What follows belongs to an exercise in optimizing a design on an open flow for small area, a short achievable clock period and few clock cycles per item; a production flow would make more cautious choices.
The RTL was checked by simulation tests, not by an equivalence proof against the original design.
Power is estimated from default activity; no workload was simulated.

$ cat flow/design.v
module crc32c_word (
    input  wire [31:0] x,
    output wire [31:0] z
);
    wire n32;
    wire n33;
    wire n34;
    wire n35;
    wire n36;
    wire n37;
    wire n38;
    wire n39;
    wire n40;
    wire n41;
    wire n42;
    wire n43;
    wire n44;
    wire n45;
    wire n46;
    wire n47;
    wire n48;
    wire n49;
    wire n50;
    wire n51;
    wire n52;
    wire n53;
    wire n54;
    wire n55;
    wire n56;
    wire n57;
    wire n58;
    wire n59;
    wire n60;
    wire n61;
    wire n62;
    wire n63;
    wire n64;
    wire n65;
    wire n66;
    wire n67;
    wire n68;
    wire n69;
    wire n70;
    wire n71;
    wire n72;
    wire n73;
    wire n74;
    wire n75;
    wire n76;
    wire n77;
    wire n78;
    wire n79;
    wire n80;
    wire n81;
    wire n82;
    wire n83;
    wire n84;
    wire n85;
    wire n86;
    wire n87;
    wire n88;
    wire n89;
    wire n90;
    wire n91;
    wire n92;
    wire n93;
    wire n94;
    wire n95;
    wire n96;
    wire n97;
    wire n98;
    wire n99;
    wire n100;
    wire n101;
    wire n102;
    wire n103;
    wire n104;
    wire n105;
    wire n106;
    wire n107;
    wire n108;
    wire n109;
    wire n110;
    wire n112;
    wire n113;
    wire n114;
    wire n115;
    wire n117;
    wire n118;
    wire n119;
    wire n121;
    wire n122;
    wire n123;
    wire n125;
    wire n126;
    wire n128;
    wire n129;
    wire n131;
    wire n132;
    wire n133;
    wire n135;
    wire n136;
    wire n137;
    wire n138;
    wire n140;
    wire n141;
    wire n142;
    wire n143;
    wire n144;
    wire n146;
    wire n147;
    wire n148;
    wire n149;
    wire n150;
    wire n152;
    wire n153;
    wire n154;
    wire n155;
    wire n157;
    wire n158;
    wire n159;
    wire n161;
    wire n162;
    wire n163;
    wire n165;
    wire n166;
    wire n167;
    wire n168;
    wire n170;
    wire n171;
    wire n172;
    wire n174;
    wire n175;
    wire n176;
    wire n178;
    wire n179;
    wire n180;
    wire n182;
    wire n183;
    wire n184;
    wire n185;
    wire n186;
    wire n188;
    wire n189;
    wire n190;
    wire n191;
    wire n192;
    wire n194;
    wire n195;
    wire n197;
    wire n198;
    wire n200;
    wire n201;
    wire n202;
    wire n204;
    wire n205;
    wire n206;
    wire n207;
    wire n209;
    wire n210;
    wire n211;
    wire n212;
    wire n214;
    wire n215;
    wire n217;
    wire n218;
    wire n219;
    wire n221;
    wire n222;
    wire n223;
    wire n224;
    wire n225;
    wire n227;
    wire n228;
    wire n230;
    wire n231;
    wire n232;
    wire n233;
    wire n235;
    wire n236;
    wire n237;
    wire n238;
    wire n240;
    wire n241;
    wire n242;
    wire n244;
    wire n245;
    wire n246;
    wire n247;
    wire n248;
    xr g32 (.a(x[0]), .b(x[23]), .z(n32));
    xr g33 (.a(x[6]), .b(x[15]), .z(n33));
    xr g34 (.a(x[2]), .b(x[25]), .z(n34));
    xr g35 (.a(x[1]), .b(x[20]), .z(n35));
    xr g36 (.a(x[21]), .b(x[22]), .z(n36));
    xr g37 (.a(x[10]), .b(x[26]), .z(n37));
    xr g38 (.a(x[4]), .b(x[13]), .z(n38));
    xr g39 (.a(x[8]), .b(x[17]), .z(n39));
    xr g40 (.a(x[7]), .b(x[16]), .z(n40));
    xr g41 (.a(x[5]), .b(x[14]), .z(n41));
    xr g42 (.a(x[3]), .b(x[28]), .z(n42));
    xr g43 (.a(x[9]), .b(x[27]), .z(n43));
    xr g44 (.a(x[30]), .b(x[31]), .z(n44));
    xr g45 (.a(x[19]), .b(n32), .z(n45));
    xr g46 (.a(x[11]), .b(x[29]), .z(n46));
    xr g47 (.a(x[12]), .b(x[18]), .z(n47));
    xr g48 (.a(x[24]), .b(n36), .z(n48));
    xr g49 (.a(n33), .b(n34), .z(n49));
    xr g50 (.a(n35), .b(n41), .z(n50));
    xr g51 (.a(x[29]), .b(n37), .z(n51));
    xr g52 (.a(n38), .b(n39), .z(n52));
    xr g53 (.a(x[10]), .b(x[11]), .z(n53));
    xr g54 (.a(x[5]), .b(x[12]), .z(n54));
    xr g55 (.a(x[18]), .b(n43), .z(n55));
    xr g56 (.a(n35), .b(n53), .z(n56));
    xr g57 (.a(x[7]), .b(n47), .z(n57));
    xr g58 (.a(n33), .b(n42), .z(n58));
    xr g59 (.a(x[6]), .b(n40), .z(n59));
    xr g60 (.a(x[3]), .b(n34), .z(n60));
    xr g61 (.a(x[27]), .b(n46), .z(n61));
    xr g62 (.a(x[16]), .b(n49), .z(n62));
    xr g63 (.a(x[8]), .b(n45), .z(n63));
    xr g64 (.a(x[25]), .b(x[30]), .z(n64));
    xr g65 (.a(x[9]), .b(x[26]), .z(n65));
    xr g66 (.a(x[23]), .b(x[31]), .z(n66));
    xr g67 (.a(x[21]), .b(x[24]), .z(n67));
    xr g68 (.a(x[3]), .b(n37), .z(n68));
    xr g69 (.a(x[28]), .b(n44), .z(n69));
    xr g70 (.a(x[23]), .b(n43), .z(n70));
    xr g71 (.a(n39), .b(n42), .z(n71));
    xr g72 (.a(x[31]), .b(n38), .z(n72));
    xr g73 (.a(n40), .b(n51), .z(n73));
    xr g74 (.a(x[17]), .b(n50), .z(n74));
    xr g75 (.a(x[19]), .b(n58), .z(n75));
    xr g76 (.a(n46), .b(n48), .z(n76));
    xr g77 (.a(x[4]), .b(n45), .z(n77));
    xr g78 (.a(x[9]), .b(x[29]), .z(n78));
    xr g79 (.a(x[1]), .b(x[24]), .z(n79));
    xr g80 (.a(x[14]), .b(x[18]), .z(n80));
    xr g81 (.a(x[22]), .b(x[25]), .z(n81));
    xr g82 (.a(x[11]), .b(x[26]), .z(n82));
    xr g83 (.a(x[22]), .b(n46), .z(n83));
    xr g84 (.a(x[30]), .b(n65), .z(n84));
    xr g85 (.a(n41), .b(n79), .z(n85));
    xr g86 (.a(n32), .b(n44), .z(n86));
    xr g87 (.a(n34), .b(n44), .z(n87));
    xr g88 (.a(n39), .b(n43), .z(n88));
    xr g89 (.a(x[2]), .b(n33), .z(n89));
    xr g90 (.a(x[4]), .b(n40), .z(n90));
    xr g91 (.a(x[15]), .b(n32), .z(n91));
    xr g92 (.a(x[21]), .b(n47), .z(n92));
    xr g93 (.a(x[20]), .b(n70), .z(n93));
    xr g94 (.a(x[6]), .b(n60), .z(n94));
    xr g95 (.a(n40), .b(n48), .z(n95));
    xr g96 (.a(n42), .b(n52), .z(n96));
    xr g97 (.a(n55), .b(n64), .z(n97));
    xr g98 (.a(n41), .b(n57), .z(n98));
    xr g99 (.a(n36), .b(n50), .z(n99));
    xr g100 (.a(n37), .b(n69), .z(n100));
    xr g101 (.a(n55), .b(n89), .z(n101));
    xr g102 (.a(n49), .b(n90), .z(n102));
    xr g103 (.a(n38), .b(n48), .z(n103));
    xr g104 (.a(n63), .b(n73), .z(n104));
    xr g105 (.a(n52), .b(n62), .z(n105));
    xr g106 (.a(n57), .b(n75), .z(n106));
    xr g107 (.a(x[24]), .b(x[28]), .z(n107));
    xr g108 (.a(n82), .b(n107), .z(n108));
    xr g109 (.a(n70), .b(n50), .z(n109));
    xr g110 (.a(n108), .b(n102), .z(n110));
    xr g111 (.a(n109), .b(n110), .z(z[0]));
    xr g112 (.a(x[27]), .b(n67), .z(n112));
    xr g113 (.a(n54), .b(n71), .z(n113));
    xr g114 (.a(n49), .b(n112), .z(n114));
    xr g115 (.a(n73), .b(n113), .z(n115));
    xr g116 (.a(n114), .b(n115), .z(z[1]));
    xr g117 (.a(x[26]), .b(n83), .z(n117));
    xr g118 (.a(n59), .b(n96), .z(n118));
    xr g119 (.a(n97), .b(n117), .z(n119));
    xr g120 (.a(n118), .b(n119), .z(z[2]));
    xr g121 (.a(n69), .b(n88), .z(n121));
    xr g122 (.a(n51), .b(n77), .z(n122));
    xr g123 (.a(n98), .b(n121), .z(n123));
    xr g124 (.a(n122), .b(n123), .z(z[3]));
    xr g125 (.a(n80), .b(n38), .z(n125));
    xr g126 (.a(n87), .b(n125), .z(n126));
    xr g127 (.a(n126), .b(n104), .z(z[4]));
    xr g128 (.a(n71), .b(n87), .z(n128));
    xr g129 (.a(n59), .b(n77), .z(n129));
    xr g130 (.a(n128), .b(n129), .z(z[5]));
    xr g131 (.a(n66), .b(n80), .z(n131));
    xr g132 (.a(n71), .b(n61), .z(n132));
    xr g133 (.a(n131), .b(n62), .z(n133));
    xr g134 (.a(n132), .b(n133), .z(z[6]));
    xr g135 (.a(x[30]), .b(n47), .z(n135));
    xr g136 (.a(n45), .b(n61), .z(n136));
    xr g137 (.a(n135), .b(n74), .z(n137));
    xr g138 (.a(n94), .b(n136), .z(n138));
    xr g139 (.a(n137), .b(n138), .z(z[7]));
    xr g140 (.a(x[2]), .b(x[26]), .z(n140));
    xr g141 (.a(n67), .b(n35), .z(n141));
    xr g142 (.a(n38), .b(n44), .z(n142));
    xr g143 (.a(n140), .b(n141), .z(n143));
    xr g144 (.a(n142), .b(n143), .z(n144));
    xr g145 (.a(n106), .b(n144), .z(z[8]));
    xr g146 (.a(x[1]), .b(x[13]), .z(n146));
    xr g147 (.a(x[31]), .b(n65), .z(n147));
    xr g148 (.a(n146), .b(n58), .z(n148));
    xr g149 (.a(n147), .b(n76), .z(n149));
    xr g150 (.a(n63), .b(n148), .z(n150));
    xr g151 (.a(n149), .b(n150), .z(z[9]));
    xr g152 (.a(x[28]), .b(x[30]), .z(n152));
    xr g153 (.a(n33), .b(n37), .z(n153));
    xr g154 (.a(n54), .b(n152), .z(n154));
    xr g155 (.a(n83), .b(n153), .z(n155));
    xr g156 (.a(n154), .b(n155), .z(z[10]));
    xr g157 (.a(x[12]), .b(x[13]), .z(n157));
    xr g158 (.a(n157), .b(n59), .z(n158));
    xr g159 (.a(n86), .b(n61), .z(n159));
    xr g160 (.a(n158), .b(n159), .z(z[11]));
    xr g161 (.a(n82), .b(n44), .z(n161));
    xr g162 (.a(n54), .b(n161), .z(n162));
    xr g163 (.a(n93), .b(n162), .z(n163));
    xr g164 (.a(n105), .b(n163), .z(z[12]));
    xr g165 (.a(x[17]), .b(n72), .z(n165));
    xr g166 (.a(n91), .b(n92), .z(n166));
    xr g167 (.a(n56), .b(n60), .z(n167));
    xr g168 (.a(n165), .b(n166), .z(n168));
    xr g169 (.a(n167), .b(n168), .z(z[13]));
    xr g170 (.a(x[13]), .b(x[25]), .z(n170));
    xr g171 (.a(n36), .b(n170), .z(n171));
    xr g172 (.a(n171), .b(n93), .z(n172));
    xr g173 (.a(n106), .b(n172), .z(z[14]));
    xr g174 (.a(x[14]), .b(x[20]), .z(n174));
    xr g175 (.a(x[28]), .b(n174), .z(n175));
    xr g176 (.a(n175), .b(n103), .z(n176));
    xr g177 (.a(n104), .b(n176), .z(z[15]));
    xr g178 (.a(n64), .b(n88), .z(n178));
    xr g179 (.a(n91), .b(n50), .z(n179));
    xr g180 (.a(n76), .b(n178), .z(n180));
    xr g181 (.a(n179), .b(n180), .z(z[16]));
    xr g182 (.a(x[1]), .b(x[9]), .z(n182));
    xr g183 (.a(x[23]), .b(n47), .z(n183));
    xr g184 (.a(n182), .b(n48), .z(n184));
    xr g185 (.a(n183), .b(n100), .z(n185));
    xr g186 (.a(n62), .b(n184), .z(n186));
    xr g187 (.a(n185), .b(n186), .z(z[17]));
    xr g188 (.a(x[0]), .b(x[10]), .z(n188));
    xr g189 (.a(x[22]), .b(n78), .z(n189));
    xr g190 (.a(n188), .b(n72), .z(n190));
    xr g191 (.a(n189), .b(n74), .z(n191));
    xr g192 (.a(n75), .b(n190), .z(n192));
    xr g193 (.a(n191), .b(n192), .z(z[18]));
    xr g194 (.a(x[28]), .b(n67), .z(n194));
    xr g195 (.a(n51), .b(n194), .z(n195));
    xr g196 (.a(n97), .b(n195), .z(z[19]));
    xr g197 (.a(x[19]), .b(n81), .z(n197));
    xr g198 (.a(n61), .b(n197), .z(n198));
    xr g199 (.a(n100), .b(n198), .z(z[20]));
    xr g200 (.a(x[12]), .b(n78), .z(n200));
    xr g201 (.a(n44), .b(n85), .z(n201));
    xr g202 (.a(n200), .b(n102), .z(n202));
    xr g203 (.a(n201), .b(n202), .z(z[21]));
    xr g204 (.a(x[14]), .b(x[24]), .z(n204));
    xr g205 (.a(n43), .b(n204), .z(n205));
    xr g206 (.a(n86), .b(n56), .z(n206));
    xr g207 (.a(n205), .b(n96), .z(n207));
    xr g208 (.a(n206), .b(n207), .z(z[22]));
    xr g209 (.a(x[27]), .b(x[20]), .z(n209));
    xr g210 (.a(n66), .b(n209), .z(n210));
    xr g211 (.a(n51), .b(n59), .z(n211));
    xr g212 (.a(n92), .b(n210), .z(n212));
    xr g213 (.a(n211), .b(n212), .z(z[23]));
    xr g214 (.a(n84), .b(n45), .z(n214));
    xr g215 (.a(n99), .b(n214), .z(n215));
    xr g216 (.a(n105), .b(n215), .z(z[24]));
    xr g217 (.a(n66), .b(n68), .z(n217));
    xr g218 (.a(n74), .b(n95), .z(n218));
    xr g219 (.a(n101), .b(n217), .z(n219));
    xr g220 (.a(n218), .b(n219), .z(z[25]));
    xr g221 (.a(x[0]), .b(x[9]), .z(n221));
    xr g222 (.a(x[18]), .b(x[19]), .z(n222));
    xr g223 (.a(n39), .b(n221), .z(n223));
    xr g224 (.a(n222), .b(n68), .z(n224));
    xr g225 (.a(n223), .b(n99), .z(n225));
    xr g226 (.a(n224), .b(n225), .z(z[26]));
    xr g227 (.a(n36), .b(n56), .z(n227));
    xr g228 (.a(n77), .b(n101), .z(n228));
    xr g229 (.a(n227), .b(n228), .z(z[27]));
    xr g230 (.a(x[2]), .b(n42), .z(n230));
    xr g231 (.a(n54), .b(n45), .z(n231));
    xr g232 (.a(n56), .b(n230), .z(n232));
    xr g233 (.a(n95), .b(n231), .z(n233));
    xr g234 (.a(n232), .b(n233), .z(z[28]));
    xr g235 (.a(x[12]), .b(x[23]), .z(n235));
    xr g236 (.a(n35), .b(n235), .z(n236));
    xr g237 (.a(n52), .b(n236), .z(n237));
    xr g238 (.a(n76), .b(n94), .z(n238));
    xr g239 (.a(n237), .b(n238), .z(z[29]));
    xr g240 (.a(n32), .b(n84), .z(n240));
    xr g241 (.a(n60), .b(n98), .z(n241));
    xr g242 (.a(n103), .b(n240), .z(n242));
    xr g243 (.a(n241), .b(n242), .z(z[30]));
    xr g244 (.a(x[27]), .b(n81), .z(n244));
    xr g245 (.a(n33), .b(n68), .z(n245));
    xr g246 (.a(n72), .b(n85), .z(n246));
    xr g247 (.a(n244), .b(n63), .z(n247));
    xr g248 (.a(n245), .b(n246), .z(n248));
    xr g249 (.a(n247), .b(n248), .z(z[31]));
endmodule
module crc32c_zero_byte (
    input  wire [31:0] x,
    output wire [29:0] z
);
    wire n32;
    wire n33;
    wire n34;
    wire n35;
    wire n36;
    wire n37;
    wire n39;
    wire n40;
    wire n41;
    wire n42;
    wire n43;
    wire n44;
    wire n45;
    wire n46;
    wire n48;
    wire n50;
    wire n52;
    wire n53;
    wire n55;
    wire n56;
    wire n58;
    wire n60;
    wire n63;
    wire n65;
    wire n67;
    wire n69;
    wire n71;
    wire n72;
    wire n74;
    wire n76;
    wire n78;
    wire n80;
    wire n82;
    wire n84;
    wire n86;
    wire n87;
    wire n89;
    wire n90;
    wire n92;
    wire n93;
    wire n95;
    wire n96;
    wire n98;
    wire n104;
    xr g32 (.a(x[1]), .b(x[6]), .z(n32));
    xr g33 (.a(x[2]), .b(x[4]), .z(n33));
    xr g34 (.a(x[3]), .b(x[5]), .z(n34));
    xr g35 (.a(x[0]), .b(x[7]), .z(n35));
    xr g36 (.a(n32), .b(n34), .z(n36));
    xr g37 (.a(x[7]), .b(n34), .z(n37));
    xr g38 (.a(x[2]), .b(n32), .z(z[24]));
    xr g39 (.a(x[0]), .b(x[1]), .z(n39));
    xr g40 (.a(n33), .b(n35), .z(n40));
    xr g41 (.a(x[3]), .b(n35), .z(n41));
    xr g42 (.a(x[1]), .b(x[4]), .z(n42));
    xr g43 (.a(x[4]), .b(x[7]), .z(n43));
    xr g44 (.a(n33), .b(n39), .z(n44));
    xr g45 (.a(x[5]), .b(n33), .z(n45));
    xr g46 (.a(x[3]), .b(x[8]), .z(n46));
    xr g47 (.a(n46), .b(n44), .z(z[0]));
    xr g48 (.a(x[9]), .b(n34), .z(n48));
    xr g49 (.a(n44), .b(n48), .z(z[1]));
    xr g50 (.a(x[10]), .b(n33), .z(n50));
    xr g51 (.a(n36), .b(n50), .z(z[2]));
    xr g52 (.a(x[6]), .b(x[11]), .z(n52));
    xr g53 (.a(n33), .b(n52), .z(n53));
    xr g54 (.a(n37), .b(n53), .z(z[3]));
    xr g55 (.a(x[5]), .b(x[7]), .z(n55));
    xr g56 (.a(x[12]), .b(n55), .z(n56));
    xr g57 (.a(z[24]), .b(n56), .z(z[4]));
    xr g58 (.a(x[13]), .b(n32), .z(n58));
    xr g59 (.a(n43), .b(n58), .z(z[5]));
    xr g60 (.a(x[14]), .b(n42), .z(n60));
    xr g61 (.a(n37), .b(n60), .z(z[6]));
    xr g62 (.a(x[15]), .b(n36), .z(z[7]));
    xr g63 (.a(x[16]), .b(x[6]), .z(n63));
    xr g64 (.a(n63), .b(n40), .z(z[8]));
    xr g65 (.a(x[17]), .b(x[5]), .z(n65));
    xr g66 (.a(n65), .b(n40), .z(z[9]));
    xr g67 (.a(x[18]), .b(x[6]), .z(n67));
    xr g68 (.a(n67), .b(n45), .z(z[10]));
    xr g69 (.a(x[19]), .b(x[6]), .z(n69));
    xr g70 (.a(n69), .b(n37), .z(z[11]));
    xr g71 (.a(x[3]), .b(x[20]), .z(n71));
    xr g72 (.a(x[7]), .b(n71), .z(n72));
    xr g73 (.a(z[24]), .b(n72), .z(z[12]));
    xr g74 (.a(x[1]), .b(x[21]), .z(n74));
    xr g75 (.a(x[7]), .b(n74), .z(z[13]));
    xr g76 (.a(x[3]), .b(x[22]), .z(n76));
    xr g77 (.a(n42), .b(n76), .z(z[14]));
    xr g78 (.a(x[0]), .b(x[23]), .z(n78));
    xr g79 (.a(n78), .b(n45), .z(z[15]));
    xr g80 (.a(x[0]), .b(x[24]), .z(n80));
    xr g81 (.a(n80), .b(n36), .z(z[16]));
    xr g82 (.a(x[25]), .b(n32), .z(n82));
    xr g83 (.a(n40), .b(n82), .z(z[17]));
    xr g84 (.a(x[5]), .b(x[26]), .z(n84));
    xr g85 (.a(n43), .b(n84), .z(z[18]));
    xr g86 (.a(x[0]), .b(x[27]), .z(n86));
    xr g87 (.a(n33), .b(n86), .z(n87));
    xr g88 (.a(n36), .b(n87), .z(z[19]));
    xr g89 (.a(x[7]), .b(x[28]), .z(n89));
    xr g90 (.a(n33), .b(n89), .z(n90));
    xr g91 (.a(n36), .b(n90), .z(z[20]));
    xr g92 (.a(x[5]), .b(x[29]), .z(n92));
    xr g93 (.a(n32), .b(n35), .z(n93));
    xr g94 (.a(n92), .b(n93), .z(z[21]));
    xr g95 (.a(x[4]), .b(x[6]), .z(n95));
    xr g96 (.a(x[30]), .b(n95), .z(n96));
    xr g97 (.a(n41), .b(n96), .z(z[22]));
    xr g98 (.a(x[2]), .b(x[31]), .z(n98));
    xr g99 (.a(n98), .b(n37), .z(z[23]));
    xr g100 (.a(x[2]), .b(n41), .z(z[25]));
    xr g101 (.a(x[0]), .b(x[4]), .z(z[26]));
    xr g102 (.a(x[5]), .b(n39), .z(z[27]));
    xr g103 (.a(x[0]), .b(z[24]), .z(z[28]));
    xr g104 (.a(x[1]), .b(x[2]), .z(n104));
    xr g105 (.a(n104), .b(n41), .z(z[29]));
endmodule
module crc16_byte (
    input  wire [15:0] x,
    output wire [14:0] z
);
    wire n27;
    xr g16 (.a(x[11]), .b(x[15]), .z(z[3]));
    xr g17 (.a(x[9]), .b(x[13]), .z(z[1]));
    xr g18 (.a(x[8]), .b(x[12]), .z(z[0]));
    xr g19 (.a(x[10]), .b(x[14]), .z(z[2]));
    xr g20 (.a(x[13]), .b(z[0]), .z(z[4]));
    xr g21 (.a(x[14]), .b(z[1]), .z(z[5]));
    xr g22 (.a(x[15]), .b(z[2]), .z(z[6]));
    xr g23 (.a(x[0]), .b(z[3]), .z(z[7]));
    xr g24 (.a(x[1]), .b(x[12]), .z(z[8]));
    xr g25 (.a(x[2]), .b(x[13]), .z(z[9]));
    xr g26 (.a(x[3]), .b(x[14]), .z(z[10]));
    xr g27 (.a(x[4]), .b(x[15]), .z(n27));
    xr g28 (.a(z[0]), .b(n27), .z(z[11]));
    xr g29 (.a(x[5]), .b(z[1]), .z(z[12]));
    xr g30 (.a(x[6]), .b(z[2]), .z(z[13]));
    xr g31 (.a(x[7]), .b(z[3]), .z(z[14]));
endmodule
module xr (
    input  wire a,
    input  wire b,
    output wire z
);
    assign z = a ^ b;
endmodule
module crc_engine (
    input  wire        clk,
    input  wire        rst,
    input  wire        cmd_valid,
    output wire        cmd_ready,
    input  wire [7:0]  cmd_op,
    input  wire [31:0] cmd_acc,
    input  wire [15:0] cmd_len,
    input  wire        data_valid,
    output wire        data_ready,
    input  wire [31:0] data,
    output wire        rsp_valid,
    input  wire        rsp_ready,
    output wire [3:0]  rsp_status,
    output wire [31:0] rsp_value
);
    reg         idle;      
    reg         busy;      
    reg         dr;        
    reg         rv;        
    reg         inv;       
    reg         is16;      
    reg         fin;       
    reg         nodata;    
    reg         first;     
    reg         pend;      
    reg  [1:0]  km;        
    reg  [1:0]  xm;        
    reg  [13:0] cnt;       
    reg  [1:0]  kl;        
    reg         lastw;     
    reg  [1:0]  j;         
    reg  [1:0]  zc;        
    reg  [31:0] y;
    wire rsp_take = rv & rsp_ready;
    assign cmd_ready  = idle | rsp_take;
    assign data_ready = dr;
    assign rsp_valid  = rv;
    assign rsp_status = {4{inv}};
    assign rsp_value  = y;
    wire take_cmd = cmd_ready & cmd_valid;
    wire op_a = (cmd_op == 8'h40);
    wire op_f = (cmd_op == 8'h41);
    wire op_c = (cmd_op == 8'h42);
    wire op_h = (cmd_op == 8'h48);
    wire op_g = (cmd_op == 8'h49);
    wire len0 = (cmd_len == 16'd0);
    wire op_data = op_a | op_c | op_h | op_g;
    wire [31:0] r32, rz;
    wire [15:0] r16;
    wire [31:0] u_w_z;
    crc32c_word u_w (.x(y[31:0]), .z(u_w_z));
    assign r32 = {u_w_z[31], u_w_z[30], u_w_z[29], u_w_z[28], u_w_z[27], u_w_z[26], u_w_z[25], u_w_z[24], u_w_z[23], u_w_z[22], u_w_z[21], u_w_z[20], u_w_z[19], u_w_z[18], u_w_z[17], u_w_z[16], u_w_z[15], u_w_z[14], u_w_z[13], u_w_z[12], u_w_z[11], u_w_z[10], u_w_z[9], u_w_z[8], u_w_z[7], u_w_z[6], u_w_z[5], u_w_z[4], u_w_z[3], u_w_z[2], u_w_z[1], u_w_z[0]};
    wire [29:0] u_z_z;
    crc32c_zero_byte u_z (.x(y[31:0]), .z(u_z_z));
    assign rz = {u_z_z[29], u_z_z[28], u_z_z[27], u_z_z[26], y[3], y[2], u_z_z[25], u_z_z[24], u_z_z[23], u_z_z[22], u_z_z[21], u_z_z[20], u_z_z[19], u_z_z[18], u_z_z[17], u_z_z[16], u_z_z[15], u_z_z[14], u_z_z[13], u_z_z[12], u_z_z[11], u_z_z[10], u_z_z[9], u_z_z[8], u_z_z[7], u_z_z[6], u_z_z[5], u_z_z[4], u_z_z[3], u_z_z[2], u_z_z[1], u_z_z[0]};
    wire [14:0] u_h_z;
    crc16_byte u_h (.x(y[15:0]), .z(u_h_z));
    assign r16 = {u_h_z[14], u_h_z[13], u_h_z[12], u_h_z[11], u_h_z[10], u_h_z[9], u_h_z[8], u_h_z[7], u_h_z[6], u_h_z[5], u_h_z[4], y[12], u_h_z[3], u_h_z[2], u_h_z[1], u_h_z[0]};
    wire fin_phase = pend & ~busy;                      
    wire zmode     = fin_phase & ~is16 & (kl != 2'd0);
    wire last_red  = fin_phase & (is16 | (kl == 2'd0) | (zc == 2'd1));
    wire fixup     = first & nodata;                    
    wire respond   = last_red | fixup;
    wire s32 = pend & ~is16 & ~zmode;
    wire s16 = pend & is16;
    wire sz  = zmode;
    wire sy_h = ~pend & ~idle & ~rsp_take & (~first | km[1]);
    wire sy_l = ~pend & ~idle & ~rsp_take & (~first | km[0]);
    wire s1_h = first & xm[1];
    wire s1_l = first & xm[0];
    wire fc   = fin & respond;                          
    wire dv   = busy & data_valid;                      
    wire hs   = dr & data_valid;                        
    wire [1:0] jl = (lastw & (kl != 2'd0)) ? kl - 2'd1 : 2'd3;
    wire d32  = dv & ~is16;
    wire d16  = dv & is16;
    wire [3:0] g32 = {d32 & (~lastw | (kl == 2'd0)),
                      d32 & (~lastw | (kl == 2'd0) | (kl == 2'd3)),
                      d32 & (~lastw | (kl != 2'd1)),
                      d32};
    wire [3:0] g16 = {d16 & (j == 2'd3), d16 & (j == 2'd2),
                      d16 & (j == 2'd1), d16 & (j == 2'd0)};
    wire [7:0] b16 = ({8{g16[0]}} & data[7:0])   | ({8{g16[1]}} & data[15:8]) |
                     ({8{g16[2]}} & data[23:16]) | ({8{g16[3]}} & data[31:24]);
    wire [31:0] dw = {{8{g32[3]}} & data[31:24], {8{g32[2]}} & data[23:16],
                      ({8{g32[1]}} & data[15:8]) | b16, {8{g32[0]}} & data[7:0]};
    wire [31:0] o  = ({32{cmd_ready}} & cmd_acc) | dw | {32{fc}};
    wire [31:0] q = ({32{sz}} & rz) | {16'h0000, {16{s16}} & r16} |
                    {{16{sy_h}} & y[31:16], {16{sy_l}} & y[15:0]} |
                    {{16{s1_h}}, {16{s1_l}}};
    wire [31:0] yn = (({32{s32}} & r32) | q) ^ o;
    always @(posedge clk)
        y <= yn;
    wire lastw_next = (kl == 2'd0) ? (cnt == 14'd2) : (cnt == 14'd1);
    wire [1:0] jl_next = (lastw_next & (kl != 2'd0)) ? kl - 2'd1 : 2'd3;
    wire wdone = ~is16 | (j == jl);                     
    always @(posedge clk) begin
        if (take_cmd) begin
            inv    <= ~(op_data | op_f);
            is16   <= op_h | op_g;
            fin    <= op_c | op_f;
            nodata <= ~op_data | len0;
            km     <= {op_a | op_f, op_a | op_f | op_h};
            xm     <= {op_c, op_c | op_g};
            kl     <= cmd_len[1:0];
            cnt    <= cmd_len[15:2];
            lastw  <= (cmd_len[1:0] == 2'd0) ? (cmd_len[15:2] == 14'd1)
                                             : (cmd_len[15:2] == 14'd0);
        end else if (hs) begin
            cnt    <= cnt - 14'd1;
            lastw  <= lastw_next;
        end
        if (hs & lastw)
            zc <= kl;
        else if (zmode)
            zc <= zc - 2'd1;
    end
    always @(posedge clk) begin
        if (rst) begin
            idle  <= 1'b1;
            busy  <= 1'b0;
            dr    <= 1'b0;
            rv    <= 1'b0;
            pend  <= 1'b0;
            first <= 1'b0;
            j     <= 2'd0;
        end else begin
            if (take_cmd) begin
                idle  <= 1'b0;
                first <= 1'b1;
                j     <= 2'd0;
                if (op_data & ~len0) begin
                    busy <= 1'b1;
                    dr   <= ~(op_h | op_g) | (cmd_len == 16'd1);
                end
            end
            if (busy)
                pend <= data_valid;
            else if (respond)
                pend <= 1'b0;
            if (dv) begin
                first <= 1'b0;
                j     <= wdone ? 2'd0 : j + 2'd1;
                if (wdone & lastw) begin
                    busy <= 1'b0;
                    dr   <= 1'b0;
                end else if (is16)
                    dr <= wdone ? (jl_next == 2'd0) : (j + 2'd1 == jl);
            end
            if (fixup)
                first <= 1'b0;
            if (respond)
                rv <= 1'b1;
            if (rsp_take) begin
                rv   <= 1'b0;
                idle <= ~cmd_valid;
            end
        end
    end
endmodule
$ cat flow/flow/run.sh
#!/bin/bash
# The standard layout, with plain buffers on the ports: buffer_ports picks a
# clock delay cell by default, which is larger and slower than buf_1.
set -euo pipefail
bash standard.sh synth > synth.log 2>&1
export BUFFER_PORTS_ARGS="-buffer_cell sky130_fd_sc_hd__buf_1"
bash standard.sh > layout.log 2>&1
$ cat flow/standard.sh
#!/bin/bash
# synth_recipe.tcl (not shown) runs the flow's synth.tcl, then flattens the netlist and writes it again
# the make line also repeats each setting of config.mk as NAME=value (left out here)
make -C /OpenROAD-flow-scripts/flow DESIGN_CONFIG=/design/flow/config.mk WORK_HOME=/design/flow/orfs CLKGATE_MAP_FILE= SYNTH_SCRIPT=/design/flow/synth_recipe.tcl "${@:-finish}"
$ cat flow/config.mk
export PLATFORM = sky130hd
export DESIGN_NAME = crc_engine
export DESIGN_NICKNAME = crc_engine
export VERILOG_FILES = /design/flow/design.v
export SDC_FILE = /design/flow/constraint.sdc
export NUM_CORES = 4
export LEC_CHECK = 0
export CAP_MARGIN = 20
export CORE_MARGIN = 2
export CORE_UTILIZATION = 40
export CTS_BUF_LIST = sky130_fd_sc_hd__clkbuf_4 sky130_fd_sc_hd__clkbuf_8
export SETUP_SLACK_MARGIN = 2.5
export SLEW_MARGIN = 20
export SYNTH_HIERARCHICAL = 1
export SYNTH_MEMORY_MAX_BITS = 16384
$ cat flow/constraint.sdc
create_clock -name core_clock -period 5.0 [get_ports {clk}]
set_input_delay 1.0000 -clock core_clock [delete_from_list [all_inputs] [get_ports {clk}]]
set_output_delay 1.0000 -clock core_clock [all_outputs]
set_load 0.01 [all_outputs]
==> results.txt, run 1 <==
clk latency of the worst-skew pair about 0.37 ns; fmax ~390 MHz; final std cells w/o fill between 1000 and 1500; Switching Fraction 0.562; syn_nets 847; max-capacitance violation count 0; Final Critical Period about 2.6 ns; Synth top area share 0.437; fraction of layout cells with a size suffix above 1 0.231; Place WS ~1.7 ns; Critical Path Start Type register; average size of a mapped cell ~9.3 um^2; post-synthesis sequential area ratio 0.234; vias roughly 6900; Initial DRT Pass Iterations 5; clock buffer depth 2; HP Class register to register; Critical Path RT roughly 5.3 ns; placed cells ~1100; Hold Fails Final Rpt 0; Via density between 5 and 6; hold_buf cts 0; maximum vdd ir drop about 0.00045 V; top cell types by occurrence after synthesis xor2_1, dfxtp_1, a21oi_1; DP HPWL 19100 um; RSZ-0062 raised after global routing true; CTS Sinks 67; final setup fails 0; status complete, no violations; antenna cells 0; fin. max-slew vios 0; die area 18300 um^2; Layout Skew between 0.015 and 0.02 ns; # fillers ~1600; largest area contributor in the netlist xor2_1; combinational group share of total power 0.775; DR WL/cell between 20 and 25 um; first-pass GRT wire length just under 40000 um; num rows 48; detailed-route DRC error count 0; #FFs+latches synth 67; GRT Total Usage 0.287; cell with the most instances after synthesis xor2_1; Seq pwr share 0.140; CTS clk-pin slew, worst paths ~0.090 ns; vias in the first global route just over 6000; Leak about 3.6 nW; PortBufs between 100 and 150; Num CTS Buffers 9; Main synth FF type dfxtp_1; final wirelength about 28000 um; layout overhead on the synthesized area 35.5%; routability cong. between 0.9 and 1; crit end category register; Mapped Cells roughly 740; multi-input logic area a little under 6000 um^2; Core ar. approximately 17000 um^2; sw power about 3.8 mW; Netlist Area Pre-Place 6900 um^2; Die Ht 135 um; Clock power frac 0.086; Post-synth EDFFs 27; Async SR Flop Fraction 0; initial antenna violation count 0; Setup Crit Path Kind register to register; antenna viol nets, final 0; TritonCTS clock tree done; Congestion Overflow GR 0; measured slew at the worst slew-check pin 0.753 ns; H-tree depth 3; Root Buffer clkbuf_8; FF+latch area roughly 1700 um^2; largest net degree at the start of global routing 35; Synth area leaders xor2_1, edfxtp_1, dfxtp_1; DR iter-0 viols roughly 800; Synth cell types 48; Int Pwr around 3.0 mW; Crit path arrival time roughly 2.9 ns; final layout net count 1039; Max Fanout on Critical Path 11; pwr dens around 730 nW/um^2; final worst slack 2.42 ns; I/O pin count 132; final setup TNS 0 ns; slew margin rel. 0.498; Chip Width 135 um; reg-to-reg slack, setup 2.42 ns; Yosys warning count 7; Final period util 0.517; Initial Util 0.404
==> cell families (layout without fill, tap and decap cells) <==
| family | Yosys count | in the layout | share of synthesized area |
|---|---|---|---|
| XOR/XNOR | 354 | 354 | 0.450 |
| AO/OA/AOI/OAI | 154 | 154 | 0.183 |
| AND/OR/NAND/NOR | 107 | 107 | 0.0809 |
| flip-flops | 67 | 67 | 0.234 |
| buffers and inverters | 47 | 244 | 0.0287 |
| adder cells (fa/ha/maj) | 11 | 11 | 0.0200 |
| multiplexers | 3 | 3 | 0.00454 |
==> state kept, by name, summed over array words and instances, names as in the netlist, 2 cells and up <==
name and flops:
j 2, km 2, cnt 14, xm 2, kl 2, y 32
zc 2
==> power groups by stage <==
| stage | registers [mW] | clock network [mW] | logic, mW |
|---|---|---|---|
| floorplan | 0.901 | 0 | 2.94 |
| global placement | 0.930 | 0 | 4.19 |
| detailed placement | 0.933 | 0 | 4.12 |
| CTS | 0.951 | 0.586 | 4.43 |
| global route | 0.955 | 0.612 | 5.41 |
| finish | 0.947 | 0.582 | 5.26 |
==> per-layer routing <==
metal | wire length, um | up-vias | GRT usage | part of all wire
met5 | 0 | - | 0 | 0
met4 | 1390 | 0 | 0.125 | 0.050
met3 | 2600 | 85 | 0.0546 | 0.094
met2 | 12300 | 425 | 0.440 | 0.44
met1 | 11500 | 3362 | 0.395 | 0.41
li1 | - | 2997 | - | -
==> through the flow <==
stage | hold slack [ns] | util | cell area [um^2] | power (mW)
2_1_floorplan | 0.477 | - | 6960 | 3.85
3_3_place_gp | 0.487 | 0.450 | 7680 | 5.12
3_5_place_dp | 0.482 | 0.450 | 7680 | 5.05
4_1_cts | 0.525 | 0.502 | 8560 | 5.96
5_1_grt | 0.608 | 0.548 | 9350 | 6.98
6_report | 0.580 | 0.548 | 9350 | 6.79
==> Yosys stat by module, one instance, submodules excluded, excerpt <==
module,cell area (um^2),flip-flops and latches
crc_engine,4200,67
xr,8.76,0
==> area by class of cell <==
cell class | instances | area share
clock buffers | 10 | 0.0141
inverters | 12 | 0.00629
multi-input cells | 629 | 0.627
clock inverters | 6 | 0.0120
flip-flops and latches | 67 | 0.181
repair buffers | 215 | 0.128
repair inverters | 1 | 0.00120
well taps | 225 | 0.0301
==> critical path, cell delays in order, from the launching register on <==
cell and delay, ns:
dfxtp_2 0.54, xor2_2 0.32, xor2_1 0.31, xor2_1 0.29
xor2_1 0.25, xor2_1 0.17, a221o_1 0.34, a21oi_1 0.15
xor2_1 0.15
==> placed cells by master (no fill, tap or decap), types with 3 or more instances in the layout <==
master,netlist,routed
dfxtp_4,0,19
nand3_1,8,8
a32oi_1,9,9
buf_6,0,4
a211oi_1,10,7
xnor2_1,10,10
ha_1,11,11
buf_1,1,129
a221oi_2,10,17
a22oi_1,8,8
nor2b_1,5,4
inv_1,11,11
nor2_1,30,28
dfxtp_1,40,13
xor2_2,0,24
xor2_4,0,25
a31oi_1,4,4
o31ai_1,3,3
bufinv_16,0,3
a221o_1,32,32
o21ai_0,5,5
a221oi_1,31,24
nor4_1,6,6
buf_4,4,78
xor2_1,344,295
nor3_1,14,11
dfxtp_2,0,8
clkbuf_8,0,9
a21oi_1,35,34
nand2b_1,5,5
nand2_1,20,18
edfxtp_1,27,27
and2_1,5,4
buf_12,0,3
==> path summary, 6_finish.rpt <==
check / startpoint / cells past startpoint / endpoint
setup / recovery: y[12]$_DFF_P_ / 8 / y[30]$_DFF_P_
hold / removal: j[1]$_SDFFE_PP0P_ / 2 / j[1]$_SDFFE_PP0P_
setup reg to reg: y[12]$_DFF_P_ / 8 / y[30]$_DFF_P_
hold reg to reg: j[1]$_SDFFE_PP0P_ / 2 / j[1]$_SDFFE_PP0P_
==> repair_timing <==
action | CTS | global route
gates resized for setup | 87 | 59
cloned | 1 | 1
endpoints found under the setup margin | 63 | 35
buffers inserted | 19 | 52
pin swaps | 10 | 7
Testbench counts, summed over its fixed seeds: cycles 106,086, bytes 379,321.
==> run 2, diff against run 1 <==
--- a/flow/config.mk
+++ b/flow/config.mk
@@ -11,3 +11,3 @@
 export CTS_BUF_LIST = sky130_fd_sc_hd__clkbuf_4 sky130_fd_sc_hd__clkbuf_8
-export SETUP_SLACK_MARGIN = 2.5
+export SETUP_SLACK_MARGIN = 2.3
 export SLEW_MARGIN = 20
==> results.txt, run 2 <==
Critical Path RT approximately 5.3 ns; final setup TNS 0 ns; Crit path arrival time 2.99 ns; die area approximately 18000 um^2; Synth top area share 0.437; clock buffer depth 2; final layout net count ~1000; max reg flops 32; Async SR Flop Fraction 0; final worst slack 2.31 ns; busiest layer in global routing met2; Initial DRT Pass Iterations 5; GRT Total Usage 0.274; Core ar. 17100 um^2; status complete, no violations; worst hold slack 0.588 ns; Via density 5.76; average size of a mapped cell 9.28 um^2; Max Fanout on Critical Path 12; Synth area leaders xor2_1, edfxtp_1, dfxtp_1; #FFs+latches synth 67; Num CTS Buffers 9; leading cell types in the layout, fill and taps excluded xor2_1, buf_1, a21oi_1; I/O pin count 132; reg-to-reg slack, setup roughly 2.3 ns; Congestion Overflow GR 0; DR iter-0 viols approximately 640; Final Critical Period around 2.7 ns; crit end category register; DP HPWL ~19000 um; commonest non-fill, non-tap cell in the layout xor2_1; Initial Util 0.404; Yosys warning count 7; Critical Path Start Type register; PortBufs about 130; met2 Use GR 0.404; num rows 48; fmax between 300 and 400 MHz; final wirelength about 25000 um; Hold Fails Final Rpt 0; Synth cell types 48; Netlist Area Pre-Place roughly 7000 um^2; Layout Skew between 0.015 and 0.02 ns; clk latency of the worst-skew pair roughly 0.38 ns; fraction of layout cells with a size suffix above 1 0.137; Main synth FF type dfxtp_1; cell with the most instances after synthesis xor2_1; Root Buffer clkbuf_8; Top Registers y (32), cnt (14); vias in the first global route slightly above 6000; Mapped Cells approximately 740; initial antenna violation count 0; Place WS about 1.7 ns; antenna viol nets, final 0; Setup Crit Path Kind register to register; fin. max-slew vios 0; Die Ht between 100 and 150 um; Final period util 0.538; final setup fails 0; maximum vdd ir drop 0.000420 V; TritonCTS clock tree done; top cell types by occurrence after synthesis xor2_1, dfxtp_1, a21oi_1; max-capacitance violation count 0; layout overhead on the synthesized area 22.8%; Chip Width about 140 um; routability cong. a little under 1; CTS Sinks 67; Most flops, register y; detailed-route DRC error count 0; slew margin rel. 0.404; DR WL/cell ~23 um; M3 GR Usage 0.0632; GR Util met1 0.383; largest area contributor in the netlist xor2_1; post-synthesis sequential area ratio 0.234; CTS clk-pin slew, worst paths 0.08 ns; Post-synth EDFFs 27; vias between 6000 and 7000; # fillers approximately 1600; pwr dens 713 nW/um^2; first-pass GRT wire length approximately 37000 um; HP Class register to register; largest net degree at the start of global routing 35; Leak around 3.2 nW; measured slew at the worst slew-check pin 0.889 ns; H-tree depth 3; syn_nets between 800 and 900; RSZ-0062 raised after global routing true
==> run 2: changes by cell type in the layout (fill, tap and decap cells not counted), moves of 3 or more <==
cell / change
xor2_1: +12
dfxtp_1: +4
a221oi_2: -6
a221oi_1: +6
buf_6: -4
buf_12: -3
buf_4: -59
dfxtp_4: -11
xor2_4: -11
dfxtp_2: +7
==> run 2: where the power goes <==
group / internal [mW] / switching [mW]
registers: 0.671 / 0.303
logic: 1.61 / 2.87
clock network: 0.331 / 0.245
total: 2.62 / 3.42
==> run 2: worst max-delay path: stages (launching register included) <==
cell and delay [ns]:
dfxtp_4 0.55, xor2_4 0.34, xor2_2 0.28, xor2_2 0.27, xor2_1 0.30, xor2_1 0.20
a221o_1 0.36, a21oi_1 0.16, xor2_1 0.15
==> run 2: cell type report <==
cell class | instances | area, um^2 | share of cell area
multi-input combinational | 629 | 5570 | 0.658
sequential | 67 | 1660 | 0.196
timing repair buffer | 151 | 651 | 0.0768
tap | 225 | 282 | 0.0332
clock buffer | 9 | 124 | 0.0146
clock inverter | 7 | 115 | 0.0136
inverter | 12 | 58.8 | 0.00695
timing repair inverter | 1 | 6.26 | 0.000739
antenna | 1 | 2.50 | 0.000296
==> run 2: modules after synthesis (local to each module, per instance), excerpt <==
module,times used,cells,area [um^2],flip-flops and latches
xr,308,1,8.76,0
crc_engine,1,435,4200,67
==> run 2: metrics by stage <==
step	utilization	total power, mW	area [um^2]	cells
2_1_floorplan	-	3.83	6900	743
3_3_place_gp	0.447	5.06	7630	1077
3_5_place_dp	0.447	5.00	7630	1077
4_1_cts	0.481	5.77	8210	1096
5_1_grt	0.496	6.33	8460	1101
6_report	0.496	6.04	8470	1102
==> run 2: path summary, 6_finish.rpt <==
kind                                 startpoint               to  cells after the start
worst min register to register  rv$_SDFFE_PP0N_  rv$_SDFFE_PP0N_                      1
worst max-delay path               y[6]$_DFF_P_    y[24]$_DFF_P_                      8
worst max register to register     y[6]$_DFF_P_    y[24]$_DFF_P_                      8
worst min-delay path            rv$_SDFFE_PP0N_  rv$_SDFFE_PP0N_                      1
==> run 2: logic make-up (layout without fill, tap and decap cells) <==
family / count (synthesis) / count (layout) / synth area share
xor+xnor: 354 / 354 / 0.450
flops: 67 / 67 / 0.234
fa+ha+maj: 11 / 11 / 0.0200
mux: 3 / 3 / 0.00454
compound gates: 154 / 154 / 0.183
other cells: 0 / 1 / 0
buf+inv: 47 / 180 / 0.0287
simple gates: 107 / 107 / 0.0809
==> run 2: metal layers <==
metal | share of wire | wire [um]
met1 | 0.43 | 10800
met2 | 0.43 | 10900
met3 | 0.099 | 2490
met4 | 0.039 | 976
met5 | 0 | 0
==> run 2: timing repair <==
action / CTS / global route
setup endpoints to repair: 48 / 30
hold buffers: 0 / 0
gates resized for setup: 59 / 34
endpoints found under the hold margin: 0 / 0
cloned: 1 / 0
pin swaps: 3 / 1
setup buffers: 2 / 5

==> static timing again, ports no longer ideal <==
The flow's constraints put no driver on any port. The routed layouts listed below were extracted and timed again, unchanged, in two steps. Step 1, drivers: a clkbuf_16 drives clk and a buf_2 each remaining input, both assumed. Step 2 moves the port delays by t, midway between the first and last clock arrival at a register: inputs arrive t later, outputs are due t later. That takes back most of the time a late clock gives input paths. a / b / c = ideal / step 1 / step 2; a / b = the first two.
| run | t, ns | setup WS [ns] | hold slack, ns | worst slew at a driven data input, ns | pins driven straight from the clock port |
|---|---|---|---|---|---|
| run 1 | 0.399 | 2.416 / 2.413 / 2.051 | 0.580 / 0.580 / 0.580 | 0.06 | 1 |
| run 2 | 0.411 | 2.312 / 2.303 / 2.066 | 0.588 / 0.588 / 0.588 | 0.07 | 1 |
After both steps every run listed still meets setup and hold. For run 1, which loses most, drivers alone change the setup slack by -0.003 ns; drivers and shift together by -0.365 ns.
